From an optimization exercise on the open Yosys and OpenROAD flow, aimed at small area, a short achievable clock period and few clock cycles; shortcuts taken in it are not production practice.
No functional check of the RTL was part of any run shown here.

==> design.v <==
module huff_tree #(
    parameter K  = 16,   
    parameter FW = 12,   
    parameter SW = 16    
) (
    input  wire           clk,
    input  wire           rst,
    input  wire           cmd_valid,
    output wire           cmd_ready,
    input  wire [4:0]     k_cnt,
    input  wire [K*FW-1:0] freqs,
    output wire           out_valid,
    input  wire           out_ready,
    output wire           out_end,
    output wire [4:0]     out_left,
    output wire [4:0]     out_right,
    output wire [SW-1:0]  out_freq
);
    localparam LD = 4;      
    localparam LA = 2;      
    localparam ID = 8;      
    localparam IA = 3;
    integer q;
    reg [FW-1:0] rf [0:K-1];
    reg [K-1:0]  lv;              
    reg          et;              
    reg          pv;
    reg [4:0]    pk;
    reg          pt;
    reg          act;
    reg [4:0]    mk;
    reg          mt;
    reg [FW-1:0] lq_f [0:LD-1];
    reg [3:0]    lq_i [0:LD-1];
    reg [LD-1:0] lq_t;
    reg [LA-1:0] lq_rp, lq_wp;
    reg [LA:0]   lq_n;
    reg [FW:0]   tk [0:2*K-2];    
    reg [3:0]    ti [0:2*K-2];
    always @(*) begin
        for (q = 0; q < K; q = q + 1) begin
            tk[K-1+q] = {~lv[q], rf[q]};
            ti[K-1+q] = q;
        end
        for (q = K-2; q >= 0; q = q - 1) begin
            if (tk[2*q+2] < tk[2*q+1]) begin
                tk[q] = tk[2*q+2];
                ti[q] = ti[2*q+2];
            end else begin
                tk[q] = tk[2*q+1];
                ti[q] = ti[2*q+1];
            end
        end
    end
    wire         any_lv = |lv;
    wire         lq_full = lq_n[LA];
    wire         ext = any_lv && !lq_full;
    assign cmd_ready = !any_lv && !pv;
    wire   acc = cmd_valid && cmd_ready;
    reg [SW-1:0] iq [0:ID-1];
    reg [IA-1:0] iq_rp, iq_wp;
    reg [IA:0]   iq_n;
    reg [4:0]    lrem;            
    reg [4:0]    ih;              
    reg          o_v, o_e;
    reg [4:0]    o_l, o_r;
    reg [SW-1:0] o_f;
    wire [LA-1:0] lq_rp1 = lq_rp + 1'b1;
    wire [IA-1:0] iq_rp1 = iq_rp + 1'b1;
    wire        vl0 = (lq_n != 0) && (lq_t[lq_rp]  == mt);
    wire        vl1 = (lq_n >= 2) && (lq_t[lq_rp1] == mt);
    wire        vi0 = (iq_n != 0);
    wire        vi1 = (iq_n >= 2);
    wire [SW-1:0] l0 = {{(SW-FW){1'b0}}, lq_f[lq_rp]};
    wire [SW-1:0] l1 = {{(SW-FW){1'b0}}, lq_f[lq_rp1]};
    wire [3:0]    l0i = lq_i[lq_rp];
    wire [3:0]    l1i = lq_i[lq_rp1];
    wire [SW-1:0] i0 = iq[iq_rp];
    wire [SW-1:0] i1 = iq[iq_rp1];
    wire        last  = (lrem == 5'd1 && iq_n == 0) || (lrem == 5'd0 && iq_n == 1);
    wire        known = vl1 || (vl0 && lrem == 5'd1) || (lrem == 5'd0);
    wire        oslot = !o_v || out_ready;
    wire        go_end   = act && oslot && last && (vl0 || lrem == 5'd0);
    wire        go_merge = act && oslot && !last && known;
    wire        ca = vl0 && (!vi0 || l0 <= i0);           
    wire        cb = vl1 && (!vi0 || l1 <= i0);           
    wire        cc = vl0 && (!vi1 || l0 <= i1);           
    wire [SW-1:0] fx = ca ? l0 : i0;
    wire [4:0]    xi = ca ? {1'b0, l0i} : ih;
    wire [SW-1:0] fy = ca ? (cb ? l1 : i0) : (cc ? l0 : i1);
    wire [4:0]    yi = ca ? (cb ? {1'b0, l1i} : ih) : (cc ? {1'b0, l0i} : ih + 5'd1);
    wire [1:0]    lpop = go_merge ? (ca ? (cb ? 2'd2 : 2'd1) : (cc ? 2'd1 : 2'd0))
                                  : (go_end && lrem == 5'd1) ? 2'd1 : 2'd0;
    wire [1:0]    ipop = go_merge ? 2'd2 - lpop : (go_end && lrem == 5'd0) ? 2'd1 : 2'd0;
    wire [SW-1:0] sum = fx + fy;
    assign out_valid = o_v;
    assign out_end   = o_e;
    assign out_left  = o_l;
    assign out_right = o_r;
    assign out_freq  = o_f;
    always @(posedge clk) begin
        if (acc)
            for (q = 0; q < K; q = q + 1)
                rf[q] <= freqs[q*FW +: FW];
        if (ext) begin
            lq_f[lq_wp] <= tk[0][FW-1:0];
            lq_i[lq_wp] <= ti[0];
            lq_t[lq_wp] <= et;
        end
        if (go_merge)
            iq[iq_wp] <= sum;
        if (go_merge || go_end) begin
            o_e <= go_end;
            o_l <= go_end ? (lrem == 5'd1 ? {1'b0, l0i} : ih) : xi;
            o_r <= yi;
            o_f <= go_end ? (lrem == 5'd1 ? l0 : i0) : sum;
        end
        if (rst) begin
            lv    <= {K{1'b0}};
            et    <= 1'b0;
            pv    <= 1'b0;
            act   <= 1'b0;
            lq_rp <= 0;
            lq_wp <= 0;
            lq_n  <= 0;
            iq_rp <= 0;
            iq_wp <= 0;
            iq_n  <= 0;
            o_v   <= 1'b0;
        end else begin
            if (acc) begin
                for (q = 0; q < K; q = q + 1)
                    lv[q] <= (q < k_cnt);
                et <= ~et;
            end else if (ext) begin
                lv[ti[0]] <= 1'b0;
            end
            if (ext) lq_wp <= lq_wp + 1'b1;
            lq_rp <= lq_rp + lpop;
            lq_n  <= lq_n + ext - lpop;
            if (go_merge) iq_wp <= iq_wp + 1'b1;
            iq_rp <= iq_rp + ipop;
            iq_n  <= iq_n + go_merge - ipop;
            if (go_merge) begin
                lrem <= lrem - lpop;
                ih   <= ih + ipop;
            end
            if (go_merge || go_end)
                o_v <= 1'b1;
            else if (out_ready)
                o_v <= 1'b0;
            if (acc) begin
                pk <= k_cnt;
                pt <= ~et;
            end
            if ((!act || go_end) && (pv || acc)) begin
                act  <= 1'b1;
                mk   <= pv ? pk : k_cnt;
                mt   <= pv ? pt : ~et;
                lrem <= pv ? pk : k_cnt;
                ih   <= pv ? pk : k_cnt;
                pv   <= pv && acc;
            end else begin
                if (go_end) act <= 1'b0;
                if (acc) pv <= 1'b1;
            end
        end
    end
endmodule
==> run.sh <==
#!/bin/bash
# synth_recipe.tcl (not shown) runs the flow's synth.tcl, then flattens the netlist and writes it again
# the make line also repeats each setting of config.mk as NAME=value (left out here)
make -C /OpenROAD-flow-scripts/flow DESIGN_CONFIG=/design/flow/config.mk WORK_HOME=/design/flow/orfs CLKGATE_MAP_FILE= SYNTH_SCRIPT=/design/flow/synth_recipe.tcl finish
==> config.mk <==
export PLATFORM = sky130hd
export DESIGN_NAME = huff_tree
export DESIGN_NICKNAME = huff_tree
export VERILOG_FILES = /design/flow/design.v
export SDC_FILE = /design/flow/constraint.sdc
export NUM_CORES = 4
export LEC_CHECK = 0
export CAP_MARGIN = 30
export CORE_MARGIN = 2
export CORE_UTILIZATION = 40
export SLEW_MARGIN = 40
==> constraint.sdc <==
create_clock -name core_clock -period 10.0 [get_ports {clk}]
set_input_delay 2.0000 -clock core_clock [delete_from_list [all_inputs] [get_ports {clk}]]
set_output_delay 2.0000 -clock core_clock [all_outputs]
set_load 0.01 [all_outputs]
==> impl_metrics.sql, run 1 <==
INSERT INTO impl_metrics (metric_group, metric, value, unit) VALUES
('drt', 'detailroute.via_count', '19428', ''),
('die', 'initial_core_util', '0.4032', ''),
('setup_path', 'r2r-start', 'lv[3]', ''),
('die', 'floorplan.rows', '97', ''),
('finish', 'final_layout_size_suffix_gt1_frac', '0.1418', ''),
('setup_path', 'cp-startpoint', 'lv[3]', ''),
('cts', 'cts_tree', 'done', ''),
('cts', 'clock_tree.root_cell', 'sky130_fd_sc_hd__clkbuf_16', ''),
('die', 'floorplan.die_area', '72470', 'µm²'),
('setup_path', 'timing.reg2reg.worst_path_depth', '45', ''),
('cts', 'cts_max_path_buffers', '3', ''),
('drt', 'post_drt_wl_per_cell', '20.21', 'µm'),
('timing', 'timing.max_slew.rel_slack', '0.4336', ''),
('die', 'num_io_pins', '230', ''),
('finish', 'layout.filler_cells', '6185', ''),
('yosys', 'syn-cell-area', '28130', 'µm²'),
('finish', 'final_cell_mix', 'sky130_fd_sc_hd__edfxtp_1 (432), sky130_fd_sc_hd__ha_1 (268), sky130_fd_sc_hd__clkdlybuf4s50_1 (229), sky130_fd_sc_hd__inv_1 (220), sky130_fd_sc_hd__a21oi_1 (161)', ''),
('drt', 'dr.max_layer_used', 'met5', ''),
('finish', 'post_layout_nonfiller_instances', '3580', ''),
('timing', 'finalClockSkew', '28.23', 'ps'),
('setup_path', 'critical_path.endpoint_type', 'flip-flop', ''),
('yosys', 'synth-edff-count', '432', ''),
('timing', 'fin_crit_sh', '0.9352', ''),
('timing', 'final_period_minus_worst_setup_slack', '9352', 'ps'),
('setup_path', 'r2r_end', 'lv[1]', ''),
('drt', 'wl_met3', '3538', 'µm'),
('run_status', 'outcome', 'finished clean', ''),
('drt', 'routed-wl-met2', '35740', 'µm'),
('placed_design', 'pre_cts_ws', '-263.2', 'ps'),
('grt', 'antenna_found_initial', '2', ''),
('grt', 'grt_start_max_net_pins', '128', ''),
('cts', 'clk_transition_reported_paths', '60', 'ps'),
('setup_path', 'crit_required', '10470', 'ps'),
('flow_run', 'maxCapViolations', '0', ''),
('drt', 'drt-pass1-iter-count', '6', ''),
('cts', 'cts_buffers', '52', ''),
('setup_path', 'cpMaxStageDelayCell', 'sky130_fd_sc_hd__or4_4', ''),
('drt', 'vias_per_cell', '5.427', ''),
('yosys', 'synth-main-ff-cell', 'sky130_fd_sc_hd__edfxtp_1', ''),
('timing', 'worst_slew_pin_slew', '843.5', 'ps'),
('setup_path', 'worst-path-max-fanout', '14', ''),
('worst_hold_path', 'holdCritPathClass', 'reg2reg', ''),
('setup_path', 'worst_setup_path_start_kind', 'flip-flop', ''),
('placed_design', 'globalplace.congestion', '0.8719', ''),
('yosys', 'postSynth.asyncResetShare', '0', ''),
('yosys', 'syn_avg_cell_area', '12.06', 'µm²'),
('yosys', 'synth_warnings', '4', ''),
('setup_path', 'slack_of_the_worst_reg_to_reg_path', '650', 'ps'),
('finish', 'syn_to_final_growth', '20.34', '%'),
('drt', 'detail_route.wirelength.met1', '30450', 'µm'),
('timing', 'tns', '0', 'ps'),
('drt', 'routed_wl', '72350', 'µm'),
('placed_design', 'port_buffers', '229', ''),
('setup_path', 'cp_slowest_stage_delay', '440', 'ps'),
('cts', 'h-tree-depth', '2', ''),
('finish', 'most_frequent_standard_cell_in_the_layout_excluding_fill_and_tap_cells', 'sky130_fd_sc_hd__edfxtp_1', ''),
('die', 'die_extent_in_y', '269.2', 'µm'),
('die', 'chipWidth', '269.2', 'µm'),
('yosys', 'synth-seq-area-share', '0.4874', ''),
('placed_design', 'hpwl', '55670', 'µm'),
('drt', 'dr.first_iter.drc_count', '1369', ''),
('grt', 'grtUsageTotal', '0.1962', ''),
('timing', 'max_clock_freq', '0.1069', 'GHz'),
('grt', 'global_route.overflow_total', '0', ''),
('die', 'core_region_area', '69790', 'µm²'),
('cts', 'cts-hold-fix-buffers', '0', ''),
('setup_path', 'crit_type', 'reg2reg', ''),
('timing', 'timing.final.hold_violations', '0', ''),
('setup_path', 'cp.arrival', '9820', 'ps'),
('cts', 'clk_latency', '610', 'ps');
-- worst min-delay path by stage --
stage | from | endpoint | slack (ps) | cells past startpoint
6_report | lv[3] | lv[3] | 540 | 2
5_1_grt | act | pv | 560 | 2
4_1_cts | act | pv | 540 | 2
3_5_place_dp | act | pv | 520 | 2
3_3_place_gp | act | pv | 520 | 2
2_1_floorplan | lv[3] | lv[3] | 460 | 2
-- registers in the layout, indices dropped and copies added (netlist names), 2 cells and up --
| signal | cells |
|---|---|
| o_r | 5 |
| ih | 5 |
| o_l | 5 |
| lv | 16 |
| lq_t | 4 |
| lq_rp | 2 |
| iq_wp | 3 |
| rf | 192 |
| lq_i | 16 |
| iq_rp | 3 |
| lq_n | 3 |
| iq_n | 4 |
| iq | 128 |
| lrem | 5 |
| o_f | 16 |
| lq_wp | 2 |
| lq_f | 48 |
| pk | 5 |
-- cell families (layout without fill, tap and decap cells) --
group / count (synthesis) / after routing / share of synthesized area
AO/OA/AOI/OAI: 514 / 514 / 0.1217
AND/OR/NAND/NOR: 475 / 475 / 0.08130
flip-flops: 469 / 469 / 0.4874
buffers and inverters: 313 / 618 / 0.04260
adder cells (fa/ha/maj): 275 / 275 / 0.1239
multiplexers: 250 / 250 / 0.1316
XOR/XNOR: 37 / 37 / 0.01152
other: 0 / 2 / 0
-- routing by layer --
metal	vias to the layer above	track usage
met4	2	0.06954
met2	525	0.3396
met5	-	0
met1	9441	0.2486
met3	132	0.03099
li1	9328	-
-- synth_stat cells, types with 4 or more instances --
library cell / instances / area share
sky130_fd_sc_hd__a2111oi_0: 4 / 0.0012
sky130_fd_sc_hd__a211o_1: 9 / 0.0028
sky130_fd_sc_hd__a211oi_1: 30 / 0.0080
sky130_fd_sc_hd__a21o_1: 52 / 0.014
sky130_fd_sc_hd__a21oi_1: 169 / 0.030
sky130_fd_sc_hd__a221o_1: 5 / 0.0018
sky130_fd_sc_hd__a221oi_1: 4 / 0.0012
sky130_fd_sc_hd__a311oi_1: 4 / 0.0012
sky130_fd_sc_hd__a31o_2: 12 / 0.0037
sky130_fd_sc_hd__a31oi_1: 23 / 0.0051
sky130_fd_sc_hd__and2_1: 10 / 0.0022
sky130_fd_sc_hd__and3_1: 4 / 0.00089
sky130_fd_sc_hd__and4_1: 8 / 0.0025
sky130_fd_sc_hd__buf_1: 16 / 0.0021
sky130_fd_sc_hd__buf_2: 12 / 0.0021
sky130_fd_sc_hd__clkbuf_1: 61 / 0.0081
sky130_fd_sc_hd__dfxtp_1: 37 / 0.026
sky130_fd_sc_hd__edfxtp_1: 432 / 0.46
sky130_fd_sc_hd__fa_1: 6 / 0.0043
sky130_fd_sc_hd__ha_1: 269 / 0.12
sky130_fd_sc_hd__inv_1: 221 / 0.029
sky130_fd_sc_hd__mux2_2: 15 / 0.0060
sky130_fd_sc_hd__mux2i_1: 140 / 0.050
sky130_fd_sc_hd__mux4_2: 94 / 0.075
sky130_fd_sc_hd__nand2_1: 127 / 0.017
sky130_fd_sc_hd__nand2b_1: 20 / 0.0044
sky130_fd_sc_hd__nand3_1: 27 / 0.0048
sky130_fd_sc_hd__nand4_1: 27 / 0.0060
sky130_fd_sc_hd__nor2_1: 160 / 0.021
sky130_fd_sc_hd__nor2b_1: 19 / 0.0042
sky130_fd_sc_hd__nor3_1: 21 / 0.0037
sky130_fd_sc_hd__nor3b_1: 7 / 0.0019
sky130_fd_sc_hd__nor4_1: 5 / 0.0011
sky130_fd_sc_hd__o211ai_1: 10 / 0.0027
sky130_fd_sc_hd__o21a_1: 28 / 0.0075
sky130_fd_sc_hd__o21ai_0: 86 / 0.015
sky130_fd_sc_hd__o21ai_1: 12 / 0.0021
sky130_fd_sc_hd__o21ai_2: 4 / 0.0012
sky130_fd_sc_hd__o21bai_1: 4 / 0.0011
sky130_fd_sc_hd__o22ai_1: 7 / 0.0016
sky130_fd_sc_hd__o31ai_1: 4 / 0.0011
sky130_fd_sc_hd__or2_2: 19 / 0.0042
sky130_fd_sc_hd__or3_1: 5 / 0.0011
sky130_fd_sc_hd__xnor2_1: 21 / 0.0065
sky130_fd_sc_hd__xor2_1: 16 / 0.0050
-- area by class of cell --
class | count | area [µm²] | area share
timing repair buffer | 298 | 2856 | 0.08437
tap | 940 | 1176 | 0.03474
inverter | 223 | 854.6 | 0.02524
sequential | 469 | 13720 | 0.4051
multi-input combinational | 1551 | 13510 | 0.3991
clock buffer | 64 | 1388 | 0.04098
antenna | 2 | 5.005 | 0.0001478
clock inverter | 33 | 347.8 | 0.01027
-- metrics by stage --
stage | hold WS [ps] | utilization | cell area [µm²]
3_3_place_gp | 515.4 | 0.4554 | 31780
2_1_floorplan | 464.0 | - | 28140
3_5_place_dp | 519.2 | 0.4564 | 31850
4_1_cts | 535.2 | 0.4815 | 33600
6_report | 537.2 | 0.4852 | 33860
5_1_grt | 555.3 | 0.4851 | 33860
-- what timing repair did --
| action | CTS | global route |
|---|---|---|
| resized for setup | 8 | 44 |
| setup buffers | 0 | 7 |
| pin swaps | 0 | 4 |
| endpoints found under the setup margin | 15 | 24 |
-- critical path, delay by kind of cell (launching register included) --
family / cells / cell delay (ps)
compound gates: 24 / 4840
fa+ha+maj: 5 / 1470
buf+inv: 7 / 760
flops: 1 / 380
mux: 2 / 520
simple gates: 7 / 1240
==> run 2, diff against run 1 <==
--- a/config.mk
+++ b/config.mk
@@ -7,2 +7,3 @@
 export LEC_CHECK = 0
+export ABC_CLOCK_PERIOD_IN_PS = 4000
 export CAP_MARGIN = 30
@@ -10,2 +11,3 @@
 export CORE_UTILIZATION = 40
+export SETUP_SLACK_MARGIN = 5
 export SLEW_MARGIN = 40
==> impl_metrics.sql, run 2 <==
INSERT INTO impl_metrics (metric_group, metric, value, unit) VALUES
('run_status', 'outcome', 'finished clean', ''),
('cts', 'clk_transition_reported_paths', '60', 'ps'),
('worst_hold_path', 'min_path_cells', '2', ''),
('placed_design', 'hpwl', '55600', 'µm'),
('drt', 'routed-wl-met2', '39950', 'µm'),
('yosys', 'synth_mux_area_frac', '0.1316', ''),
('die', 'num_io_pins', '230', ''),
('yosys', 'yosys_register_bits', '469', ''),
('placed_design', 'globalplace.congestion', '0.8554', ''),
('grt', 'grt_start_max_net_pins', '79', ''),
('setup_path', 'r2r-start', 'rf[15][6]', ''),
('grt', 'grtUsageTotal', '0.2093', ''),
('worst_hold_path', 'holdCritStartpoint', 'act', ''),
('cts', 'cts-hold-fix-buffers', '0', ''),
('yosys', 'synth_compound_gate_area_share', '0.1217', ''),
('drt', 'routed_wl', '78630', 'µm'),
('drt', 'dr.first_iter.drc_count', '1250', ''),
('placed_design', 'port_buffers', '229', ''),
('finish', 'most_frequent_standard_cell_in_the_layout_excluding_fill_and_tap_cells', 'sky130_fd_sc_hd__edfxtp_1', ''),
('yosys', 'netlist-cell-type-count', '89', ''),
('timing', 'fin_crit_sh', '0.8787', ''),
('cts', 'cts_max_path_buffers', '3', ''),
('yosys', 'netlist_top_cells_area', 'sky130_fd_sc_hd__edfxtp_1 (46%), sky130_fd_sc_hd__ha_1 (12%), sky130_fd_sc_hd__mux4_2 (7.5%)', ''),
('finish', 'post_layout_net_count', '3302', ''),
('finish', 'final_layout_size_suffix_gt1_frac', '0.3285', ''),
('timing', 'grt_setup_unrepaired', 'yes', ''),
('yosys', 'synth-xor-area-share', '0.01152', ''),
('cts', 'clock_tree.root_cell', 'sky130_fd_sc_hd__clkbuf_16', ''),
('drt', 'detail-route-antenna-nets', '0', ''),
('timing', 'report.final.setup_viol', '0', ''),
('yosys', 'syn-cell-area', '28130', 'µm²'),
('grt', 'wire_length_of_the_first_global_routing_pass', '119200', 'µm'),
('setup_path', 'cp_slowest_stage_delay', '560', 'ps'),
('yosys', 'synth_top_family_by_area', 'multiplexers', ''),
('worst_hold_path', 'hold-path-endpoint', 'pv', ''),
('drt', 'drt-pass1-iter-count', '5', ''),
('drt', 'vias_per_cell', '5.475', ''),
('yosys', 'synth-seq-area-share', '0.4874', ''),
('yosys', 'synth-edff-count', '432', ''),
('drt', 'detailroute.via_count', '20865', ''),
('drt', 'wl_met3', '3454', 'µm'),
('yosys', 'netlist_instances', '2333', ''),
('setup_path', 'cp.arrival', '9130', 'ps'),
('setup_path', 'crit_required', '10340', 'ps'),
('worst_hold_path', 'holdCritPathClass', 'reg2reg', ''),
('flow_run', 'maxCapViolations', '0', ''),
('die', 'core_region_area', '69790', 'µm²'),
('grt', 'grt_pass1_vias', '21539', ''),
('yosys', 'share_of_the_synthesized_area_in_the_top_cell_type', '0.4611', ''),
('setup_path', 'timing.critical_path.mode_cell', 'sky130_fd_sc_hd__buf_6', ''),
('yosys', 'synth_adder_area_share', '0.1239', ''),
('cts', 'cts_tree', 'done', ''),
('finish', 'final_cell_mix', 'sky130_fd_sc_hd__edfxtp_1 (432), sky130_fd_sc_hd__clkdlybuf4s50_1 (229), sky130_fd_sc_hd__ha_1 (212), sky130_fd_sc_hd__inv_1 (200), sky130_fd_sc_hd__buf_4 (194)', ''),
('yosys', 'syn_avg_cell_area', '12.06', 'µm²'),
('grt', 'antenna_found_initial', '4', ''),
('finish', 'layout.filler_cells', '5607', ''),
('drt', 'dr.max_layer_used', 'met5', ''),
('setup_path', 'worst-path-max-fanout', '8', ''),
('yosys', 'synth-main-ff-cell', 'sky130_fd_sc_hd__edfxtp_1', ''),
('finish', 'seq_area', '13730', 'µm²'),
('setup_path', 'r2r_end', 'lq_f[2][6]', ''),
('timing', 'timing.final.hold_violations', '0', ''),
('finish', 'number_of_flip_flops_in_the_largest_register', '192', ''),
('drt', 'detail_route.wirelength.met1', '32070', 'µm'),
('die', 'die_extent_in_y', '269.2', 'µm'),
('timing', 'timing.max_slew.rel_slack', '0.4094', ''),
('setup_path', 'timing.reg2reg.worst_path_depth', '48', ''),
('yosys', 'synthTopCellsByCount', 'sky130_fd_sc_hd__edfxtp_1 (432), sky130_fd_sc_hd__ha_1 (269), sky130_fd_sc_hd__inv_1 (221)', ''),
('finish', 'multiInputGateArea', '16360', 'µm²'),
('die', 'chipWidth', '269.2', 'µm'),
('grt', 'global_route.overflow_total', '0', ''),
('finish', 'largest-register', 'rf', ''),
('finish', 'syn_to_final_growth', '38.58', '%'),
('timing', 'max_clock_freq', '0.1138', 'GHz'),
('cts', 'cts_buffers', '51', ''),
('setup_path', 'worst_setup_path_start_kind', 'flip-flop', ''),
('drt', 'post_drt_wl_per_cell', '20.63', 'µm'),
('timing', 'worst_slew_pin_slew', '885.9', 'ps'),
('timing', 'final_period_minus_worst_setup_slack', '8787', 'ps'),
('yosys', 'synthMostInstantiatedCell', 'sky130_fd_sc_hd__edfxtp_1', ''),
('drt', 'post-route-drc-count', '0', ''),
('die', 'floorplan.rows', '97', ''),
('die', 'initial_core_util', '0.4032', ''),
('die', 'floorplan.die_area', '72470', 'µm²'),
('setup_path', 'critical_path.endpoint_type', 'flip-flop', ''),
('timing', 'finalMaxSlewViolations', '0', ''),
('yosys', 'synth_warnings', '4', ''),
('cts', 'numClockSinks', '469', ''),
('yosys', 'postSynth.asyncResetShare', '0', ''),
('cts', 'clk_latency', '610', 'ps'),
('setup_path', 'cpMaxStageDelayCell', 'sky130_fd_sc_hd__or4_4', ''),
('timing', 'finalClockSkew', '24.62', 'ps'),
('yosys', 'synth_nets', '2809', ''),
('cts', 'h-tree-depth', '2', ''),
('finish', 'finish.utilization', '0.5587', ''),
('timing', 'tns', '0', 'ps'),
('finish', 'reg_top3', 'rf x192, iq x128, lq_f x48', ''),
('setup_path', 'slack_of_the_worst_reg_to_reg_path', '1210', 'ps'),
('yosys', 'synth_simple_gate_area_share', '0.08130', ''),
('yosys', 'synth.largest_area_cell', 'sky130_fd_sc_hd__edfxtp_1', ''),
('setup_path', 'crit_type', 'reg2reg', '');
==> run 2: what timing repair did <==
item | 4_1_cts | 5_1_grt
resized for setup | 436 | 183
buffers inserted | 170 | 68
cloned | 13 | 0
pin swaps | 117 | 85
setup endpoints to repair | 291 | 270
endpoints found under the hold margin | 0 | 0
==> run 2: kinds of logic after synthesis <==
kind of cell,after synthesis
buffers and inverters,313
adder cells (fa/ha/maj),275
AO/OA/AOI/OAI,514
XOR/XNOR,37
AND/OR/NAND/NOR,475
flip-flops,469
multiplexers,250
==> run 2: through the flow <==
| stage | worst slack, ps | area, µm² | std cells | hold WS, ps |
|---|---|---|---|---|
| after floorplan | 1245 | 28700 | 2333 | 464.0 |
| after global placement | 287.3 | 32010 | 3453 | 498.1 |
| after detailed placement | 97.75 | 32130 | 3461 | 504.2 |
| after CTS | 1480 | 37440 | 3739 | 515.2 |
| after global routing | 809.7 | 38990 | 3811 | 544.7 |
| final | 1213 | 38990 | 3811 | 519.3 |
==> run 2: how the worst max path moves through the flow <==
stage,startpoint,endpoint,slack (ps),cells past startpoint
6_report,rf[15][6],lq_f[2][6],1210,48
5_1_grt,rf[14][1],lv[10],810,48
4_1_cts,rf[11][6],lv[1],1480,46
3_5_place_dp,rf[8][10],lv[1],100,42
3_3_place_gp,rf[8][10],lv[1],290,42
2_1_floorplan,rf[11][4],lv[1],1240,45
==> run 2: worst max-delay path, delay by kind of cell, from the launching register on <==
family / cells / cell delay, ps
buf+inv: 17 / 2270
compound gates: 14 / 2440
fa+ha+maj: 4 / 980
simple gates: 11 / 1650
mux: 2 / 690
flops: 1 / 440
==> run 2: cell type report <==
class / count / area share
diodes: 3 / 0.0001925
clock buffers: 62 / 0.03434
clock inverters: 33 / 0.008921
inverters: 223 / 0.02198
multi-input cells: 1556 / 0.4197
flip-flops and latches: 469 / 0.3522
well taps: 940 / 0.03017
repair buffers: 525 / 0.1325
==> run 2: metal layers <==
| layer | global-route usage | up-vias |
|---|---|---|
| met3 | 0.03251 | 160 |
| met5 | 0 | - |
| met1 | 0.2585 | 10361 |
| met4 | 0.09144 | 2 |
| met2 | 0.3627 | 534 |
| li1 | - | 9808 |

-- static timing again, ports no longer ideal --
Ports are ideal in the flow. The routed layouts listed here were re-timed in OpenROAD.
Step 1, drivers: a clkbuf_16 drives clk and a buf_2 each remaining input, both assumed.
Step 2 moves the port delays by t, midway between the first and last clock arrival at a register: inputs arrive t later, outputs are due t later. That takes back most of the time a late clock gives input paths.
a / b / c = no drivers / after step 1 / after step 2; a / b = the first two.
run | shift t [ns] | slack for setup (ns) | worst hold slack (ns) | worst register clock-pin slew, ns | pins driven straight from the clock port
run 1 | 0.657 | 0.648 / 0.648 / 0.648 | 0.537 / 0.537 / 0.537 | 0.07 / 0.07 | 1
run 2 | 0.665 | 1.213 / 1.213 / 1.213 | 0.519 / 0.519 / 0.519 | 0.06 / 0.06 | 1
After both steps setup and hold are still met in every run listed.
